This is an optimization exercise on Yosys and OpenROAD, whose aim is small area, not a production implementation.
The RTL of this run was laid out without a check of its function.
Power is estimated from default activity; no workload was simulated.

`flow/constraint.sdc`:
```
create_clock -name core_clock -period 15.0 [get_ports {clk}]
set_input_delay 3.0000 -clock core_clock [delete_from_list [all_inputs] [get_ports {clk}]]
set_output_delay 3.0000 -clock core_clock [all_outputs]
set_load 0.01 [all_outputs]
```
`flow/design.v`:
```
module weird64 (
    input  wire        clk,
    input  wire        rst,
    input  wire        bus_valid,
    input  wire        bus_write,
    input  wire [7:0]  bus_addr,
    input  wire [2:0]  bus_size,
    input  wire [31:0] bus_wdata,
    output reg  [31:0] bus_rdata,
    output wire        bus_err,
    output wire        irq
);
    localparam [1:0] C_ILL = 2'd0, C_ENC = 2'd1, C_DEC = 2'd2, C_CFG = 2'd3;
    function [4:0] dcode;
        input [3:0] d;
        begin
            case (d)
                4'd0: dcode = 5'h00; 4'd1: dcode = 5'h1D; 4'd2: dcode = 5'h1E;
                4'd3: dcode = 5'h1F; 4'd4: dcode = 5'h1C; 4'd5: dcode = 5'h15;
                4'd6: dcode = 5'h1B; 4'd7: dcode = 5'h0F; 4'd8: dcode = 5'h0C;
                default: dcode = 5'h09;
            endcase
        end
    endfunction
    function [7:0] casc;
        input [4:0] x;
        begin
            case (x)
                5'h00: casc = "0"; 5'h1D: casc = "1"; 5'h1E: casc = "2";
                5'h1F: casc = "3"; 5'h1C: casc = "4"; 5'h15: casc = "5";
                5'h1B: casc = "6"; 5'h0F: casc = "7"; 5'h0C: casc = "8";
                5'h09: casc = "9";
                default: casc = {3'b010, x};
            endcase
        end
    endfunction
    function [4:0] ccode;
        input [4:0] i;
        begin
            if (i < 5'd10)      ccode = dcode(i[3:0]);
            else if (i < 5'd18) ccode = i - 5'd9;     
            else if (i < 5'd20) ccode = i - 5'd8;     
            else if (i < 5'd22) ccode = i - 5'd7;     
            else if (i < 5'd27) ccode = i - 5'd6;     
            else                ccode = i - 5'd5;     
        end
    endfunction
    function [4:0] cidx;
        input [4:0] x;
        begin
            case (x)
                5'h00: cidx = 5'd0; 5'h1D: cidx = 5'd1; 5'h1E: cidx = 5'd2;
                5'h1F: cidx = 5'd3; 5'h1C: cidx = 5'd4; 5'h15: cidx = 5'd5;
                5'h1B: cidx = 5'd6; 5'h0F: cidx = 5'd7; 5'h0C: cidx = 5'd8;
                5'h09: cidx = 5'd9;
                default: begin
                    if (x < 5'h09)      cidx = x + 5'd9;    
                    else if (x < 5'h0D) cidx = x + 5'd8;    
                    else if (x < 5'h10) cidx = x + 5'd7;    
                    else if (x < 5'h16) cidx = x + 5'd6;    
                    else                cidx = x + 5'd5;    
                end
            endcase
        end
    endfunction
    reg         busy, done, drop, done_ie;
    reg  [2:0]  ei_code;
    reg  [4:0]  ei_pos;
    reg  [7:0]  ei_byte;
    reg  [31:0] val_lo, val_hi, res_lo, res_hi, in_len, salt_len;
    reg  [3:0]  out_len;
    reg  [127:0] in_text;        
    reg  [127:0] salt;
    reg  [255:0] perm;
    reg  [64:0] out_sym;         
    reg          cfg_def;        
    reg  [159:0] ap;             
    reg  [64:0]  as_;            
    reg  [3:0]   as_len;         
    reg  [1:0]  cmd;
    reg         ph;
    reg  [4:0]  cnt;
    reg  [3:0]  kidx;
    reg  [5:0]  r;               
    reg  [65:0] work;
    integer i;
    wire errf = ~busy & (ei_code != 3'd0);
    wire bad_access = (bus_size != 3'd4) || (bus_addr[1:0] != 2'b00);
    assign bus_err  = bus_valid & bad_access;
    wire wr = bus_valid & bus_write & ~bad_access;
    assign irq = done & done_ie;
    reg [31:0] ot_word;
    integer m;
    always @(*) begin
        ot_word = 32'h0;
        for (m = 0; m < 4; m = m + 1) begin : ot_b
            reg [3:0] si;
            reg [4:0] sx;
            si = {bus_addr[3:2], m[1:0]};
            sx = out_sym[64 - 5*si -: 5];
            if (si < out_len) ot_word[8*m +: 8] = casc(sx);
        end
    end
    always @(*) begin
        bus_rdata = 32'h0;
        if (!bad_access) begin
            case (bus_addr[7:2])
                6'h00: bus_rdata = 32'h5745_0007;
                6'h02: bus_rdata = {28'h0, drop, errf, done, busy};
                6'h03: bus_rdata = {31'h0, done_ie};
                6'h04: bus_rdata = {8'h0, ei_byte, 3'h0, ei_pos, 5'h0, ei_code};
                6'h05: bus_rdata = val_lo;
                6'h06: bus_rdata = val_hi;
                6'h07: bus_rdata = res_lo;
                6'h08: bus_rdata = res_hi;
                6'h09: bus_rdata = in_len;
                6'h0A: bus_rdata = {28'h0, out_len};
                6'h0B: bus_rdata = salt_len;
                6'h0C, 6'h0D, 6'h0E, 6'h0F: bus_rdata = in_text[32*bus_addr[3:2] +: 32];
                6'h10, 6'h11, 6'h12, 6'h13: bus_rdata = ot_word;
                6'h14, 6'h15, 6'h16, 6'h17: bus_rdata = salt[32*bus_addr[3:2] +: 32];
                6'h18, 6'h19, 6'h1A, 6'h1B,
                6'h1C, 6'h1D, 6'h1E, 6'h1F: bus_rdata = perm[32*bus_addr[4:2] +: 32];
                default: bus_rdata = 32'h0;
            endcase
        end
    end
    wire is_data_reg = (bus_addr == 8'h14) || (bus_addr == 8'h18) ||
                       (bus_addr == 8'h24) || (bus_addr == 8'h2C) ||
                       (bus_addr[7:4] == 4'h3) || (bus_addr[7:4] == 4'h5) ||
                       (bus_addr[7:5] == 3'b011);
    wire wr_ctrl   = wr && (bus_addr == 8'h04);
    wire wr_data   = wr && is_data_reg;
    wire wr_stage  = wr_data && !busy;
    wire accept    = wr_ctrl && !busy && (bus_wdata != 32'h0);
    wire [4:0] key = cfg_def ? 5'd0 : as_[5*kidx +: 5];
    wire [3:0] kidx_next = (kidx + 4'd1 == as_len) ? 4'd0 : kidx + 4'd1;
    wire [4:0] pidx = ph ? ~cnt : cnt;
    wire [7:0] eb = (cmd == C_CFG) ? perm[8*pidx +: 8] : in_text[8*cnt[3:0] +: 8];
    wire [7:0] ub = (eb >= 8'h61 && eb <= 8'h7A) ? eb - 8'h20 : eb;
    reg        b_canon, b_alike, b_check;
    reg  [4:0] b_k;
    always @(*) begin
        b_canon = 1'b0; b_alike = 1'b0; b_check = 1'b0;
        b_k = ub[4:0];
        if (ub >= 8'h30 && ub <= 8'h39) begin
            b_canon = 1'b1; b_k = dcode(ub[3:0]);
        end else if (ub >= 8'h41 && ub <= 8'h5A) begin
            if (ub == 8'h4F) begin b_alike = 1'b1; b_k = dcode(4'd0); end
            else if (ub == 8'h49 || ub == 8'h4C) begin b_alike = 1'b1; b_k = dcode(4'd1); end
            else if (ub == 8'h55) b_check = 1'b1;
            else b_canon = 1'b1;
        end else if (eb == 8'h24 || eb == 8'h2A || eb == 8'h3D || eb == 8'h7E) begin
            b_check = 1'b1;
        end
    end
    wire [4:0] tap [0:7];
    genvar g;
    generate
        for (g = 0; g < 8; g = g + 1) begin : g_tap
            assign tap[g] = ap[20*g +: 5];
        end
    endgenerate
    reg [2:0] inv_t;
    reg       inv_hit;
    integer c;
    always @(*) begin
        inv_t = 3'd0; inv_hit = 1'b0;
        for (c = 0; c < 8; c = c + 1)
            if (tap[c] == b_k) begin
                inv_t = inv_t | c[2:0];
                inv_hit = 1'b1;
            end
    end
    wire [4:0] inv    = cfg_def ? cidx(b_k) : {inv_t, 2'b00} - r[4:0];
    wire       i_hit  = cfg_def | inv_hit;
    wire seen = work[b_k];
    wire [63:0] v = {val_hi, val_lo};
    wire [64:0] vx = {1'b0, v};
    wire [4:0]  dig = vx[5*cnt[3:0] +: 5];
    wire [4:0]  e_idx = dig ^ key;
    wire [4:0]  e_pos = e_idx + r[4:0];
    wire [4:0]  e_sym = cfg_def ? ccode(e_idx) : tap[e_pos[4:2]];
    wire        e_hit = cfg_def | (e_pos[1:0] == 2'b00);
    wire [4:0]  w_in = (cmd == C_ENC) ? e_sym : (inv ^ key);
    wire [65:0] w_sh = {work[60:0], w_in};
    reg        cmpl, c_fail;
    reg [2:0]  c_code;
    reg [4:0]  c_pos;
    reg [7:0]  c_byte;
    reg        do_shift, do_seen, do_load;
    always @(*) begin
        cmpl = 1'b0; c_fail = 1'b0;
        c_code = 3'd0; c_pos = 5'd0; c_byte = 8'h0;
        do_shift = 1'b0; do_seen = 1'b0; do_load = 1'b0;
        if (busy) begin
            case (cmd)
                C_ILL: begin
                    cmpl = 1'b1; c_fail = 1'b1; c_code = 3'd7;
                end
                C_ENC: begin
                    if (ph && !work[65] && (cnt[4] || e_hit)) do_shift = 1'b1;
                    if (r == 6'd63) cmpl = 1'b1;
                end
                C_DEC: begin
                    if (in_len == 32'h0) begin
                        c_fail = 1'b1; c_code = 3'd1;
                    end else if (in_len[31:4] != 28'h0 || in_len[3:0] > 4'd13) begin
                        c_fail = 1'b1; c_code = 3'd2;
                    end else if (cnt[3:0] != in_len[3:0]) begin
                        if (b_check) begin
                            c_fail = 1'b1; c_code = 3'd4;
                            c_pos = cnt; c_byte = eb;
                        end else if (!b_canon && !b_alike) begin
                            c_fail = 1'b1; c_code = 3'd3;
                            c_pos = cnt; c_byte = eb;
                        end else if (i_hit) begin
                            do_shift = 1'b1;
                        end
                    end
                    if (r == 6'd63) cmpl = 1'b1;
                end
                C_CFG: begin
                    if ((!ph || cnt == 5'd0) && (!b_canon || seen)) begin
                        cmpl = 1'b1; c_fail = 1'b1; c_code = 3'd5;
                        c_pos = pidx; c_byte = eb;
                    end else if (!ph) begin
                        do_seen = 1'b1;
                    end else if (cnt == 5'd0 && salt_len == 32'h0) begin
                        cmpl = 1'b1; c_fail = 1'b1; c_code = 3'd6;
                    end else begin
                        do_load = 1'b1;
                        if (cnt == 5'd31) cmpl = 1'b1;
                    end
                end
            endcase
        end
    end
    wire [31:0] wd0 = rst ? 32'h0 : bus_wdata;
    wire [31:0] wd1 = rst ? 32'h1 : bus_wdata;
    localparam [255:0] PERM_RST = {32'h5A59_5857, 32'h5654_5352, 32'h5150_4E4D, 32'h4B4A_4847,
                                   32'h4645_4443, 32'h4241_3938, 32'h3736_3534, 32'h3332_3130};
    wire a_vlo  = bus_addr == 8'h14;
    wire a_vhi  = bus_addr == 8'h18;
    wire a_ilen = bus_addr == 8'h24;
    wire a_slen = bus_addr == 8'h2C;
    always @(posedge clk) if (rst | (wr_stage & a_vlo))  val_lo   <= wd0;
    always @(posedge clk) if (rst | (wr_stage & a_vhi))  val_hi   <= wd0;
    always @(posedge clk) if (rst | (wr_stage & a_ilen)) in_len   <= wd0;
    always @(posedge clk) if (rst | (wr_stage & a_slen)) salt_len <= wd1;
    generate
        for (g = 0; g < 4; g = g + 1) begin : g_w4
            always @(posedge clk)
                if (rst | (wr_stage & bus_addr[7:4] == 4'h3 & bus_addr[3:2] == g))
                    in_text[32*g +: 32] <= wd0;
            always @(posedge clk)
                if (rst | (wr_stage & bus_addr[7:4] == 4'h5 & bus_addr[3:2] == g))
                    salt[32*g +: 32] <= wd0;
        end
        for (g = 0; g < 8; g = g + 1) begin : g_w8
            always @(posedge clk)
                if (rst | (wr_stage & bus_addr[7:5] == 3'b011 & bus_addr[4:2] == g))
                    perm[32*g +: 32] <= rst ? PERM_RST[32*g +: 32] : bus_wdata;
        end
    endgenerate
    always @(posedge clk) begin
        if (rst) begin
            busy <= 1'b0; done <= 1'b0; drop <= 1'b0; done_ie <= 1'b0;
        end else begin
            if (wr && bus_addr == 8'h0C) done_ie <= bus_wdata[0];
            if (wr && bus_addr == 8'h08) begin
                if (bus_wdata[1]) done <= 1'b0;
                if (bus_wdata[3]) drop <= 1'b0;
            end
            if ((wr_ctrl || wr_data) && busy) drop <= 1'b1;
            if (accept) begin
                busy <= 1'b1;
                done <= 1'b0;
            end
            if (cmpl) begin
                busy <= 1'b0;
                done <= 1'b1;
            end
        end
    end
    always @(posedge clk)
        if (rst | cmpl) begin
            ei_code <= rst ? 3'h0 : c_code;
            ei_pos  <= rst ? 5'h0 : c_pos;
            ei_byte <= rst ? 8'h0 : c_byte;
        end
    wire res_we = cmpl & (cmd == C_DEC);
    always @(posedge clk)
        if (rst | res_we) begin
            res_lo <= (rst | c_fail) ? 32'h0 : work[31:0];
            res_hi <= (rst | c_fail) ? 32'h0 : work[63:32];
        end
    wire enc_done = cmpl & (cmd == C_ENC);
    always @(posedge clk) if (rst | enc_done) out_len <= rst ? 4'h0 : cnt[3:0] - 4'd2;
    always @(posedge clk) if (enc_done) out_sym <= work[64:0];
    wire cfg_done = do_load & cmpl;
    always @(posedge clk) if (rst | cfg_done) cfg_def <= rst;
    wire enc_dec_w = (bus_wdata == 32'h1) || (bus_wdata == 32'h2);
    wire rot = (accept & enc_dec_w) | (busy & (cmd == C_ENC || cmd == C_DEC));
    always @(posedge clk) if (do_load | rot) ap <= {ap[154:0], do_load ? b_k : ap[159:155]};
    always @(posedge clk) if (accept | rot) r <= accept ? 6'd1 : r + 6'd1;
    reg [64:0] salt5;
    always @(*) for (i = 0; i < 13; i = i + 1) salt5[5*i +: 5] = salt[8*i +: 5];
    always @(posedge clk)
        if (cfg_done) begin
            as_    <= salt5;
            as_len <= (salt_len > 32'd13) ? 4'd13 : salt_len[3:0];
        end
    always @(posedge clk) begin
        if (accept) begin
            cmd  <= (bus_wdata[31:2] == 30'h0) ? bus_wdata[1:0] : C_ILL;
            ph   <= 1'b0;
            cnt  <= (bus_wdata == 32'h1) ? 5'd12 : 5'd0;
        end else if (busy) begin
            if (cmd == C_ENC) begin
                if (!ph) begin
                    if (dig != 5'd0 || cnt[3:0] == 4'd0) ph <= 1'b1;
                    else cnt <= cnt - 5'd1;
                end else if (do_shift) begin
                    cnt <= cnt - 5'd1;
                end
            end else if (cmd == C_DEC) begin
                if (do_shift) cnt <= cnt + 5'd1;
            end else if (do_seen) begin
                if (cnt == 5'd30) begin ph <= 1'b1; cnt <= 5'd0; end
                else cnt <= cnt + 5'd1;
            end else begin
                cnt <= cnt + 5'd1;
            end
        end
    end
    always @(posedge clk)
        if (accept | do_shift) kidx <= accept ? 4'd0 : kidx_next;
    reg [31:0] seen_set;
    always @(*) for (i = 0; i < 32; i = i + 1) seen_set[i] = (b_k == i[4:0]);
    always @(posedge clk) begin
        if (accept)        work <= {65'h0, bus_wdata == 32'h1};
        else if (do_shift) work <= w_sh;
        else if (do_seen)  work[31:0] <= work[31:0] | seen_set;
    end
endmodule
```
`flow/run.sh`:
```
#!/bin/bash
# synth_recipe.tcl (not shown) runs the flow's synth.tcl, then flattens the netlist and writes it again
# the make line also repeats each setting of config.mk as NAME=value (left out here)
make -C /OpenROAD-flow-scripts/flow DESIGN_CONFIG=/design/flow/config.mk WORK_HOME=/design/flow/orfs CLKGATE_MAP_FILE= SYNTH_SCRIPT=/design/flow/synth_recipe.tcl finish
```
`flow/config.mk`:
```
export PLATFORM = sky130hd
export DESIGN_NAME = weird64
export DESIGN_NICKNAME = weird64
export VERILOG_FILES = /design/flow/design.v
export SDC_FILE = /design/flow/constraint.sdc
export NUM_CORES = 4
export LEC_CHECK = 0
export CAP_MARGIN = 0
export CORE_MARGIN = 2
export CORE_UTILIZATION = 70
export CTS_BUF_LIST = sky130_fd_sc_hd__clkbuf_8
export SLEW_MARGIN = 0
```
==> impl_results.md <==
* Critical path capture point type: output port
* DIE HEIGHT at 287 um
* Crit-path most repeated cell: buf_4
* Die footprint at 0.0824 sq mm
* Largest family of logic cells by synthesized area: multiplexers
* GRT Total Usage at 47.5%
* Post-route ant nets at 0
* F_max at 83.8 MHz
* Initial Util at 70.8%
* CP peak stage delay at 0.88 ns
* P_int at 5.02 mW
* Largest net degree at the start of global routing at 164
* Outcome: finished with violations
* DRC Markers at 0
* Overall power at 6.86 mW
* Data arrival, critical path at 8.93 ns
* Grt total ovfl at 0
* Number of global-route vias before repair at 38855
* Initial antenna violation count at 13
* Max-slew violation count at 12
* Critical path class: in2out
* Adder-cell area share of the yosys netlist at 1.35%
* Cts hold-fix bufs at 0
* Top cells by area, synth: edfxtp_1, mux4_2, mux2i_1
* Post-Layout Cell Count at 5272
* Avg Cell Area, Syn at 14.0 sq um
* Post-synth EDFFs at 1037
* Clock Sinks at 1107
* CP required at 12.00 ns
* Synthesized Nets at 4123
* First-pass DRT Iterations at 10
* Core area at 0.0791 sq mm
* # H-tree levels at 4
* Cell area power density at 113 mW/mm^2
* Sequential power share at 53.8%
* RSZ-0062 raised after global routing: false
* Placed cell count at 4945
* CTS Buffer Depth at 3
* Synthesized flop and latch total at 1107
* Simple-gate share of the synthesized area at 8.97%
* Fin. Hold Viols at 0
* Hold Crit Class: reg2reg
* Total negative slack at 0 ns
* Post-CTS sizing at 0
* CP Launch Type: input pin
* Post-synth top area share at 55.6%
* Distinct cells, synth at 120
* Combinational share of power at 9.1%
* GPL Wtd Cong at 1.07
* Global-route wire length before repair at 277000 um
* Worst clock skew at 0.0680 ns
* Vias at 41860
* # Post-CTS Setup Buffers at 0
* Hold WS at 0.412 ns
* Setup WS pre-CTS at 3.28 ns
* Post-Synth XOR/XNOR Area at 1.25%
* Post-synthesis sequential area ratio at 58.1%
* Critical-path cell list: buf_4 > buf_4 > inv_2 > buf_4 > ha_1 > or4_1 > nand3b_1 > nor2_4 > buf_4 > mux4_2 > mux2i_1 > o221ai_1 > a21oi_1 > nor2_1 > clkdlybuf4s50_1
* Net Switching at 1.84 mW
* Final WS setup at 3.07 ns
* WL final at 196000 um
* Layout cells sized above 1 at 17.4%
* Tcrit/Tclk final at 79.5%
* Starting DRC count in detailed routing at 8835
* Slowest CP cell: o221ai_1
* Biggest fanout along the worst timing path at 43
* Clock slew at reported path FFs at 0.07 ns
* Normalized max-slew margin at -7.24%
* Area delta synth->final at 8.57%
* Mux share of post-synthesis cell area at 15.2%
* Final setup viols at 0
* Worst-margin pin slew at 1.61 ns
* Commonest cells post-synth: edfxtp_1, nand2_1, mux4_2
* FFs w/ async S/R, synth at 0%
* Synth Area in Compound Gates at 12.2%
* Post-DP HPWL at 135000 um
* Switching Share at 26.8%
* SO Viols: max-capacitance violations, max-slew violations
* Boundary Pins at 81
* Nets@finish at 4175
* Synth Warn # at 1
* Total CTS buffers at 171
* CTS tree: built
* IO buf count at 80
* Leakage at 20.9 nW
* Post-Syn Area at 0.0561 sq mm
* Cell taking the most area after synthesis: edfxtp_1
* Post-synthesis cell count at 4016
* Peak supply drop at 0.124 mV
* Row Count at 103
* Clock latency on the worst-skew pair at 0.89 ns
* CTS root buf: clkbuf_8
* Routed WL per cell at 37.1 um
* Primary FF master, synth: edfxtp_1
* Clock power share at 37.1%
* Die Span X at 287 um
* Maxcap violations at 1
* Tmin final at 11.93 ns
* Vias per inst at 7.94
* Most frequent cell after synthesis: edfxtp_1
per-layer routing:
layer  wire length, um  vias up  GRT usage (%)  share of wire [%]
li1                  -    16254              -                  -
met1             62900    20044           61.7                 32
met2             81900     4568           67.5                 42
met3             34800      978           19.6                 18
met4             15900       16           27.7                8.1
met5               211        -           1.10               0.11
worst max-delay path, delay by kind of cell:
| family | cells | cell delay [ns] |
|---|---|---|
| AOI/OAI and AO/OA | 2 | 0.97 |
| adders and majority gates | 1 | 0.64 |
| buffers and inverters | 6 | 2.53 |
| muxes | 2 | 0.47 |
| and+or+nand+nor | 4 | 1.24 |
power groups by stage:
stage / combinational (mW) / sequential [mW] / clock (mW)
finish: 0.624 / 3.69 / 2.55
global route: 0.635 / 3.69 / 2.65
global placement: 0.571 / 3.72 / 0
floorplan: 0.383 / 3.66 / 0
CTS: 0.593 / 3.67 / 2.52
detailed placement: 0.588 / 3.73 / 0
logic make-up (layout without fill, tap and decap cells):
family	after synthesis	after routing
AOI/OAI and AO/OA	934	934
xor gates and xnor gates	80	80
adders and majority gates	60	60
buffers and inverters	345	540
DFF	1107	1107
muxes	513	513
other	0	11
and+or+nand+nor	977	977
cell usage in the layout, fill, tap and decap left out, types with 53 or more instances in the layout:
cell type	instances
buf_4	77
clkdlybuf4s50_1	76
o21ai_0	157
dfxtp_1	69
nand2_1	274
ha_1	58
xnor2_1	53
nor2_1	171
mux2_1	54
nor3_1	56
clkbuf_8	177
inv_1	110
edfxtp_1	1037
a22oi_1	69
and2_1	91
mux2i_1	150
nor2b_1	82
mux4_2	262
a21oi_1	174
per-stage QoR:
stage / utilization (%) / area [sq um]
2_1_floorplan: - / 56100
6_report: 76.9 / 60900
4_1_cts: 76.9 / 60800
3_5_place_dp: 72.6 / 57500
5_1_grt: 76.9 / 60800
3_3_place_gp: 72.6 / 57500
state kept, by name, summed over array words and instances (netlist names), 3 cells and up:
| signal | count |
|---|---|
| salt | 128 |
| ei_byte | 8 |
| cnt | 5 |
| res_hi | 32 |
| salt_len | 32 |
| as_ | 65 |
| val_lo | 32 |
| in_len | 32 |
| ei_pos | 5 |
| val_hi | 32 |
| ap | 160 |
| work | 66 |
| perm | 256 |
| kidx | 4 |
| as_len | 4 |
| r | 6 |
| ei_code | 3 |
| out_len | 4 |
| in_text | 128 |
| out_sym | 65 |
| res_lo | 32 |
layout make-up:
type | count | area, sq um
Multi-Input combinational cell | 2564 | 21900
Sequential cell | 1107 | 32500
Timing Repair Buffer | 158 | 1420
Clock inverter | 139 | 941
Tap cell | 1050 | 1310
Fill cell | 4566 | 18300
Clock buffer | 177 | 2440
Antenna cell | 11 | 27.5
Inverter | 66 | 250
worst paths after layout:
| path | startpoint | endpoint | slack [ns] | cells past startpoint |
|---|---|---|---|---|
| worst min register to register | ap[15] | ap[20] | 0.41 | 0 |
| worst max register to register | cnt[1] | ap[84] | 4.89 | 22 |
| worst max-delay path | bus_addr[3] | bus_rdata[5] | 3.07 | 15 |
| worst min-delay path | ap[15] | ap[20] | 0.41 | 0 |

[separate check: timing with driven ports]
How much do the figures lean on ideal ports? The routed layout below was timed once more, with nothing changed but the port constraints.
Step 1 sets driving cells, clkbuf_16 on the clock port and buf_2 on the other inputs (assumed; they add their load-dependent delay and slew).
Step 2, shift: input delay + t, output delay - t, t = (earliest + latest rising clock arrival at the registers) / 2. This alone moves slack from input paths to output paths.
Slacks: ideal / step 1 / step 2; pairs: ideal / step 1.
t (ns): 0.919
setup slack, ns: 3.070 / 3.048 / 3.048
clock arrival spread, ns: 0.070 / 0.070
worst register clock-pin slew, ns: 0.07 / 0.07
The setup slack of this run moves by -0.022 ns with the drivers and by -0.022 ns with both steps.
